Context: an optimization exercise on an open-source flow, tuned for small area, a short achievable clock period and few clock cycles. The choices shown serve that exercise and are no tape-out recipe.
Function was checked by simulation only, so behaviour that the tests miss may differ from the original.
The flow treats the clock pin as an ideal source, which a real chip does not have.
Power figures rest on the tool's default switching activity, not on a simulated workload.

==> wip/juniper <==
==> flow/design.v <==
module cs281_dl_rx (
    input  wire       clk,
    input  wire       rst,         
    input  wire       in_valid,
    input  wire [7:0] in_data,
    output wire       in_ready,
    output wire       ev_valid,
    input  wire       ev_ready,
    output wire [1:0] ev_kind,
    output wire [7:0] ev_data,
    output wire       ev_last,
    output wire [7:0] fault
);
    localparam [7:0] START = 8'h7B;
    localparam [7:0] STOP  = 8'h7D;
    localparam [7:0] ESC   = 8'h5C;
    localparam integer N  = 64;         
    localparam integer RP = 19;         
    localparam integer SQ = 6;          
    localparam [5:0] DR_AL = N - RP;    
    localparam [5:0] DW_EM = 1 - RP;    
    localparam [1:0] KIND_BYTE     = 2'd0;
    localparam [1:0] KIND_EMPTY    = 2'd1;
    localparam [1:0] KIND_MISMATCH = 2'd2;
    localparam [1:0] KIND_FRAMING  = 2'd3;
    reg  [7:0] ring [0:N-1];
    reg  [5:0] dr, dw;
    reg        rempty;
    reg        dwem;                    
    reg        full;                    
    reg        qe;                      
    reg        p_esc, p_hi0;            
    reg        wpar;                    
    reg        q0s;                     
    reg        f_any, f_ovf;            
    reg  [SQ-1:0] sq;                   
    reg  [SQ-1:0] th;                   
    reg        r_pos0, r_esc, r_emit, r_stop;    
    reg        fc_start, fc_esc, fc_rc, fc_la;   
    reg        in_ready_q;
    reg        wr_ok_q;                 
    reg        wr_en_q;                 
    reg        ev_valid_q, skip_q;      
    reg  [1:0] ev_kind_q;
    reg        ev_last_q;
    wire qfull   = full && !th[0];
    wire accept  = in_valid && in_ready_q;
    wire wr      = in_valid && wr_en_q;
    wire comp    = (in_data == STOP) && !qe && !p_esc;
    wire push    = wr && comp;
    wire good    = p_hi0 && !wpar;
    wire consume = skip_q || (ev_valid_q && ev_ready);
    wire pop     = skip_q && r_stop;    
    integer i;
    always @(posedge clk) begin
        ring[0] <= wr_ok_q ? in_data : ring[N-1];
        for (i = 1; i < N; i = i + 1)
            ring[i] <= ring[i-1];
    end
    wire rempty_n = !wr && (rempty || (consume && dwem));
    wire dw1_n    = wr || (dw == 6'd2);
    wire dr1_n    = !(wr && rempty) && !consume && (dr == 6'd2);
    wire wr_ok_n  = rempty_n || (dw1_n && !dr1_n);
    always @(posedge clk) begin
        if (rst) begin
            rempty <= 1'b1;
        end else begin
            rempty <= rempty_n;
        end
        dw   <= wr ? 6'd1 : dw - 6'd1;
        dr   <= (wr && rempty) ? 6'd0 : consume ? dr : dr - 6'd1;
        dwem <= !wr && (dw == DW_EM + 6'd1);
        if (rst)
            full <= 1'b0;
        else if (wr && !consume)
            full <= !rempty && (dr == 6'd2);     
        else if (consume && !wr)
            full <= 1'b0;
    end
    wire f_any_n = f_any || (accept && (qfull || (comp && !q0s)));
    wire full_n  = (wr && !consume) ? (!rempty && (dr == 6'd2))
                 : (consume && !wr) ? 1'b0 : full;
    wire th0_n   = push || (pop ? th[1] : th[0]);
    wire qfull_n = full_n && !th0_n;
    always @(posedge clk) begin
        if (rst) begin
            qe    <= 1'b1;
            f_any <= 1'b0;
            f_ovf <= 1'b0;
            in_ready_q <= 1'b1;
            wr_ok_q    <= 1'b1;
            wr_en_q    <= 1'b1;
        end else begin
            f_any <= f_any_n;
            if (accept && qfull) f_ovf <= 1'b1;
            in_ready_q <= !f_any_n && !th[SQ-2] && (qfull_n || wr_ok_n);
            wr_ok_q    <= wr_ok_n;
            wr_en_q    <= !f_any_n && !th[SQ-2] && !qfull_n && wr_ok_n;
            if (wr) begin
                qe   <= comp;
                wpar <= !qe && (wpar ^ (^in_data));
            end
        end
    end
    always @(posedge clk) begin
        if (wr) begin
            p_esc <= (in_data == ESC);
            p_hi0 <= (in_data[7:1] == 7'd0);
            if (qe) q0s <= (in_data == START);
        end
    end
    integer k;
    always @(posedge clk) begin
        if (rst) begin
            th <= {SQ{1'b0}};
        end else if (push && !pop) begin
            th <= {th[SQ-2:0], 1'b1};
        end else if (pop && !push) begin
            th <= {1'b0, th[SQ-1:1]};
        end
        for (k = 0; k < SQ; k = k + 1) begin
            if (push && (pop ? (th[k] && (k == SQ-1 || !th[k+1]))
                             : ((k == 0 || th[k-1]) && !th[k])))
                sq[k] <= good;
            else if (pop)
                sq[k] <= (k == SQ-1) ? 1'b0 : sq[k+1];
        end
    end
    wire [7:0] m0 = ring[RP-1];
    wire [7:0] m1 = ring[RP-2];
    wire [7:0] m2 = ring[RP-3];
    wire [7:0] m3 = ring[RP-4];
    wire m0_esc  = (m0 == ESC);
    wire m1_esc  = (m1 == ESC);
    wire nf_start = (m0 == START);
    wire nf_esc   = m0_esc;
    wire nf_rc    = (m1 == STOP) && !m0_esc;
    wire nf_la    = ((m2 == STOP) && !m1_esc) || (m1_esc && (m3 == STOP) && (m2 != ESC));
    always @(posedge clk) begin
        fc_start <= nf_start;
        fc_esc   <= nf_esc;
        fc_rc    <= nf_rc;
        fc_la    <= nf_la;
    end
    reg a_pos0, a_esc, a_emit, a_stop;
    always @(*) begin
        a_pos0 = 1'b0;
        a_esc  = r_esc;
        a_emit = r_emit;
        a_stop = 1'b0;
        if (r_stop) begin
            a_pos0 = 1'b1; a_esc = 1'b0; a_emit = 1'b0;
        end else if (r_pos0) begin
            a_stop = !fc_start || fc_rc;
        end else if (fc_rc) begin
            a_stop = 1'b1;
        end else if (!r_esc && fc_esc) begin
            a_esc = 1'b1;
        end else begin
            a_esc = 1'b0;
            if (sq[0]) a_emit = 1'b1;
        end
    end
    function automatic [3:0] beat;      
        input pos0, esc, emitd, stop, g;
        begin
            beat = 4'b0_00_1;
            if (stop) begin
                beat = 4'b0_00_1;
            end else if (pos0) begin
                beat = {1'b1, nf_start ? KIND_MISMATCH : KIND_FRAMING, 1'b1};
                if (nf_start && !nf_rc) beat[3] = 1'b0;
            end else if (nf_rc) begin
                beat = {!g || !emitd, g ? KIND_EMPTY : KIND_MISMATCH, 1'b1};
            end else if (esc || !nf_esc) begin
                beat = {g, KIND_BYTE, nf_la};
            end
        end
    endfunction
    wire       act1 = !dwem && (th[1] || (th[0] && !r_stop));
    wire       g1   = r_stop ? sq[1] : sq[0];
    wire [3:0] b1   = beat(a_pos0, a_esc, a_emit, a_stop, g1);
    wire       act0 = !rempty && th[0] && (dr == DR_AL + 6'd1);
    wire [3:0] b0   = beat(r_pos0, r_esc, r_emit, r_stop, sq[0]);
    always @(posedge clk) begin
        if (rst) begin
            r_pos0 <= 1'b1;
            r_esc  <= 1'b0;
            r_emit <= 1'b0;
            r_stop <= 1'b0;
            ev_valid_q <= 1'b0;
            skip_q     <= 1'b0;
        end else begin
            if (consume) begin
                r_pos0 <= a_pos0;
                r_esc  <= a_esc;
                r_emit <= a_emit;
                r_stop <= a_stop;
            end
            ev_valid_q <= consume ? (act1 &&  b1[3]) : (act0 &&  b0[3]);
            skip_q     <= consume ? (act1 && !b1[3]) : (act0 && !b0[3]);
        end
        ev_kind_q <= consume ? b1[2:1] : b0[2:1];
        ev_last_q <= consume ? b1[0]   : b0[0];
    end
    assign in_ready = in_ready_q;
    assign ev_valid = ev_valid_q;
    assign ev_kind  = ev_kind_q;
    assign ev_data  = ring[RP];
    assign ev_last  = ev_last_q;
    assign fault    = {2'b00, f_any, f_ovf, 4'b0000};
endmodule
==> flow/flow/run.sh <==
#!/bin/bash
# Standard layout, with a tighter timing-repair target and faster port buffers.
set -euo pipefail
bash standard.sh SETUP_SLACK_MARGIN=5.3 "BUFFER_PORTS_ARGS=-buffer_cell sky130_fd_sc_hd__buf_2" finish > standard_flow.log 2>&1
==> flow/standard.sh <==
#!/bin/bash
# synth_recipe.tcl (not shown) runs the flow's synth.tcl, then flattens the netlist and writes it again
# the make line also repeats each setting of config.mk as NAME=value (left out here)
make -C /OpenROAD-flow-scripts/flow DESIGN_CONFIG=/design/flow/config.mk WORK_HOME=/design/flow/orfs CLKGATE_MAP_FILE= SYNTH_SCRIPT=/design/flow/synth_recipe.tcl "${@:-finish}"
==> flow/config.mk <==
export PLATFORM = sky130hd
export DESIGN_NAME = cs281_dl_rx
export DESIGN_NICKNAME = cs281_dl_rx
export VERILOG_FILES = /design/flow/design.v
export SDC_FILE = /design/flow/constraint.sdc
export NUM_CORES = 4
export LEC_CHECK = 0
export ABC_CLOCK_PERIOD_IN_PS = 2500
export CAP_MARGIN = 20
export CORE_MARGIN = 2
export CORE_UTILIZATION = 75
export CTS_BUF_LIST = sky130_fd_sc_hd__clkbuf_16
export CTS_CLUSTER_DIAMETER = 100
export CTS_CLUSTER_SIZE = 30
export PLACE_DENSITY = 0.87
export SLEW_MARGIN = 20
==> flow/constraint.sdc <==
create_clock -name core_clock -period 8.0 [get_ports {clk}]
set_input_delay 1.6000 -clock core_clock [delete_from_list [all_inputs] [get_ports {clk}]]
set_output_delay 1.6000 -clock core_clock [all_outputs]
set_load 0.01 [all_outputs]
==> inputs of wip/fjord, as changes to wip/juniper <==
--- a/flow/design.v
+++ b/flow/design.v
@@ -17,8 +17,26 @@
     localparam integer N  = 64;         
     localparam integer RP = 19;         
     localparam integer SQ = 6;          
-    localparam [5:0] DR_AL = N - RP;    
-    localparam [5:0] DW_EM = 1 - RP;    
+    function automatic [5:0] step;
+        input [5:0] x;
+        begin
+            step = {x[4:0], x[5] ^ x[4] ^ (x[4:0] == 5'd0)};
+        end
+    endfunction
+    function automatic [5:0] ofs;
+        input integer v;
+        integer j;
+        begin
+            ofs = 6'd0;
+            for (j = 0; j < ((64 - (v % 64)) % 64); j = j + 1)
+                ofs = step(ofs);
+        end
+    endfunction
+    localparam [5:0] O_0     = ofs(0);
+    localparam [5:0] O_1     = ofs(1);
+    localparam [5:0] O_2     = ofs(2);
+    localparam [5:0] O_DWEM1 = ofs(1 - RP + 1 + 64);
+    localparam [5:0] O_DRAL1 = ofs(N - RP + 1);
     localparam [1:0] KIND_BYTE     = 2'd0;
     localparam [1:0] KIND_EMPTY    = 2'd1;
     localparam [1:0] KIND_MISMATCH = 2'd2;
@@ -35,6 +53,7 @@
     reg        f_any, f_ovf;            
     reg  [SQ-1:0] sq;                   
     reg  [SQ-1:0] th;                   
+    reg           push_q, good_q;       
     reg        r_pos0, r_esc, r_emit, r_stop;    
     reg        fc_start, fc_esc, fc_rc, fc_la;   
     reg        in_ready_q;
@@ -43,7 +62,7 @@
     reg        ev_valid_q, skip_q;      
     reg  [1:0] ev_kind_q;
     reg        ev_last_q;
-    wire qfull   = full && !th[0];
+    wire qfull   = full && !th[0] && !push_q;
     wire accept  = in_valid && in_ready_q;
     wire wr      = in_valid && wr_en_q;
     wire comp    = (in_data == STOP) && !qe && !p_esc;
@@ -58,8 +77,8 @@
             ring[i] <= ring[i-1];
     end
     wire rempty_n = !wr && (rempty || (consume && dwem));
-    wire dw1_n    = wr || (dw == 6'd2);
-    wire dr1_n    = !(wr && rempty) && !consume && (dr == 6'd2);
+    wire dw1_n    = wr || (dw == O_2);
+    wire dr1_n    = !(wr && rempty) && !consume && (dr == O_2);
     wire wr_ok_n  = rempty_n || (dw1_n && !dr1_n);
     always @(posedge clk) begin
         if (rst) begin
@@ -67,21 +86,23 @@
         end else begin
             rempty <= rempty_n;
         end
-        dw   <= wr ? 6'd1 : dw - 6'd1;
-        dr   <= (wr && rempty) ? 6'd0 : consume ? dr : dr - 6'd1;
-        dwem <= !wr && (dw == DW_EM + 6'd1);
+        dw   <= wr ? O_1 : step(dw);
+        dr   <= (wr && rempty) ? O_0 : consume ? dr : step(dr);
+        dwem <= !wr && (dw == O_DWEM1);
         if (rst)
             full <= 1'b0;
         else if (wr && !consume)
-            full <= !rempty && (dr == 6'd2);     
+            full <= !rempty && (dr == O_2);     
         else if (consume && !wr)
             full <= 1'b0;
     end
     wire f_any_n = f_any || (accept && (qfull || (comp && !q0s)));
-    wire full_n  = (wr && !consume) ? (!rempty && (dr == 6'd2))
+    wire full_n  = (wr && !consume) ? (!rempty && (dr == O_2))
                  : (consume && !wr) ? 1'b0 : full;
-    wire th0_n   = push || (pop ? th[1] : th[0]);
-    wire qfull_n = full_n && !th0_n;
+    wire th0_n   = push_q || (pop ? th[1] : th[0]);
+    wire qfull_n = full_n && !th0_n && !wr;
+    wire hold_n  = f_any || (accept && (qfull || (!qe && !q0s)));
+    wire sq_room = !th[SQ-2] && !(th[SQ-3] && push_q);
     always @(posedge clk) begin
         if (rst) begin
             qe    <= 1'b1;
@@ -93,9 +114,9 @@
         end else begin
             f_any <= f_any_n;
             if (accept && qfull) f_ovf <= 1'b1;
-            in_ready_q <= !f_any_n && !th[SQ-2] && (qfull_n || wr_ok_n);
+            in_ready_q <= !hold_n && sq_room && (qfull_n || wr_ok_n);
             wr_ok_q    <= wr_ok_n;
-            wr_en_q    <= !f_any_n && !th[SQ-2] && !qfull_n && wr_ok_n;
+            wr_en_q    <= !hold_n && sq_room && !qfull_n && wr_ok_n;
             if (wr) begin
                 qe   <= comp;
                 wpar <= !qe && (wpar ^ (^in_data));
@@ -112,16 +133,22 @@
     integer k;
     always @(posedge clk) begin
         if (rst) begin
+            push_q <= 1'b0;
+        end else begin
+            push_q <= push;
+        end
+        good_q <= good;
+        if (rst) begin
             th <= {SQ{1'b0}};
-        end else if (push && !pop) begin
+        end else if (push_q && !pop) begin
             th <= {th[SQ-2:0], 1'b1};
-        end else if (pop && !push) begin
+        end else if (pop && !push_q) begin
             th <= {1'b0, th[SQ-1:1]};
         end
         for (k = 0; k < SQ; k = k + 1) begin
-            if (push && (pop ? (th[k] && (k == SQ-1 || !th[k+1]))
-                             : ((k == 0 || th[k-1]) && !th[k])))
-                sq[k] <= good;
+            if (push_q && (pop ? (th[k] && (k == SQ-1 || !th[k+1]))
+                               : ((k == 0 || th[k-1]) && !th[k])))
+                sq[k] <= good_q;
             else if (pop)
                 sq[k] <= (k == SQ-1) ? 1'b0 : sq[k+1];
         end
@@ -180,7 +207,7 @@
     wire       act1 = !dwem && (th[1] || (th[0] && !r_stop));
     wire       g1   = r_stop ? sq[1] : sq[0];
     wire [3:0] b1   = beat(a_pos0, a_esc, a_emit, a_stop, g1);
-    wire       act0 = !rempty && th[0] && (dr == DR_AL + 6'd1);
+    wire       act0 = !rempty && th[0] && (dr == O_DRAL1);
     wire [3:0] b0   = beat(r_pos0, r_esc, r_emit, r_stop, sq[0]);
     always @(posedge clk) begin
         if (rst) begin
==> flow/flow/run.sh (replaced) <==
#!/bin/bash
# Standard layout, with a tighter timing-repair target, faster port buffers,
# and the clock tree's root buffer removed after CTS (flow/post_cts.tcl).
set -euo pipefail
bash standard.sh SETUP_SLACK_MARGIN=5.7 "BUFFER_PORTS_ARGS=-buffer_cell sky130_fd_sc_hd__buf_2" POST_CTS_TCL=$PWD/flow/post_cts.tcl finish > standard_flow.log 2>&1
==> flow/flow/post_cts.tcl (new file) <==
set root_pins [get_pins -of_objects [get_nets clk] -filter "direction == input"]
set root [get_cells -of_objects $root_pins]
if { [llength $root_pins] == 1 } {
  set next [get_pins -of_objects [get_nets -of_objects [get_pins -of_objects $root -filter "direction == output"]] -filter "direction == input"]
  if { [llength $next] <= 4 } {
    puts "post_cts: removing clock root buffer [get_full_name $root]"
    remove_buffers $root
    estimate_parasitics -placement
    repair_timing_helper
    detailed_placement
    check_placement -verbose
  }
}
CORE_UTILIZATION = 40   (was 75)
PLACE_DENSITY = 0.6   (was 0.87)
==> comparison table <==
Run status: wip/juniper no timing/DRC/antenna violations; wip/fjord no timing/DRC/antenna violations
Fraction of synthesized cell area in xor and xnor cells: wip/juniper 0.8714%; wip/fjord 0.4692%
Sequential share of power: wip/juniper 67.9%; wip/fjord 69.4%
Width of the die: wip/juniper 136.0 um; wip/fjord 184.7 um
Headroom to the max-slew limit: wip/juniper 45.82%; wip/fjord 59.07%
HP Start: wip/juniper ring[10][3]; wip/fjord ring[47][5]
Adder-cell share of the synthesized area: wip/juniper 1.341%; wip/fjord 1.245%
Clock transition at the registers of the reported paths: wip/juniper 0.12 ns; wip/fjord 0.10 ns
Top cell type's share of synthesized area: wip/juniper 84.42%; wip/fjord 84.72%
Crit end category: wip/juniper flop; wip/fjord output port
Worst R2R Path Depth: wip/juniper 4; wip/fjord 5
Drt initial violations: wip/juniper 750; wip/fjord 215
Share of layout cells above drive strength 1: wip/juniper 11.07%; wip/fjord 13.36%
Fraction of the yosys area taken by sequential cells: wip/juniper 86.72%; wip/fjord 87.02%
Pwr Total: wip/juniper 4.700 mW; wip/fjord 4.349 mW
Fin crit period: wip/juniper 2.726 ns; wip/fjord 2.523 ns
Multi-input gate share of the layout cell area: wip/juniper 12.09%; wip/fjord 11.65%
Required time reported for the critical path endpoint: wip/juniper 8.30 ns; wip/fjord 6.40 ns
Placed cell areas: wip/juniper 0.01351 mm^2; wip/fjord 0.01379 mm^2
Termination of the worst setup path: wip/juniper sq[2]; wip/fjord ev_data[0]
Die Ht: wip/juniper 136.0 um; wip/fjord 184.7 um
Flip-flop and latch count after synthesis: wip/juniper 561; wip/fjord 563
Non-filler instance count after layout: wip/juniper 1102; wip/fjord 1321
Testbench counts of wip/juniper, summed over its fixed seeds: cycles 24,382.
Testbench counts of wip/fjord, summed over its fixed seeds: cycles 24,382.

## separate check: timing with driven ports
Ports are ideal in the flow. The routed layouts listed here were re-timed in OpenROAD.
Step 1 (the two cells are an assumption about what drives the block):
set clk [get_ports {clk}]
set_driving_cell -lib_cell sky130_fd_sc_hd__clkbuf_16 $clk
set_driving_cell -lib_cell sky130_fd_sc_hd__buf_2 [delete_from_list [all_inputs] $clk]
Step 2, shift: input delay + t, output delay - t, t = (earliest + latest rising clock arrival at the registers) / 2. This alone moves slack from input paths to output paths.
a / b / c = no drivers / after step 1 / after step 2; a / b = the first two.
run | shift t [ns] | slack for setup (ns) | latest minus earliest clock arrival (ns) | worst register clock-pin slew, ns | worst data-port slew with drivers (ns)
wip/juniper | 0.583 | 5.274 / 5.265 / 4.684 | 0.029 / 0.029 | 0.12 / 0.12 | 0.06
wip/fjord | 0.458 | 5.477 / 5.420 / 5.238 | 0.020 / 0.020 | 0.11 / 0.11 | 0.08
After both steps setup and hold are still met in every run listed. For wip/juniper, which loses most, drivers alone change the setup slack by -0.009 ns; drivers and shift together by -0.590 ns.
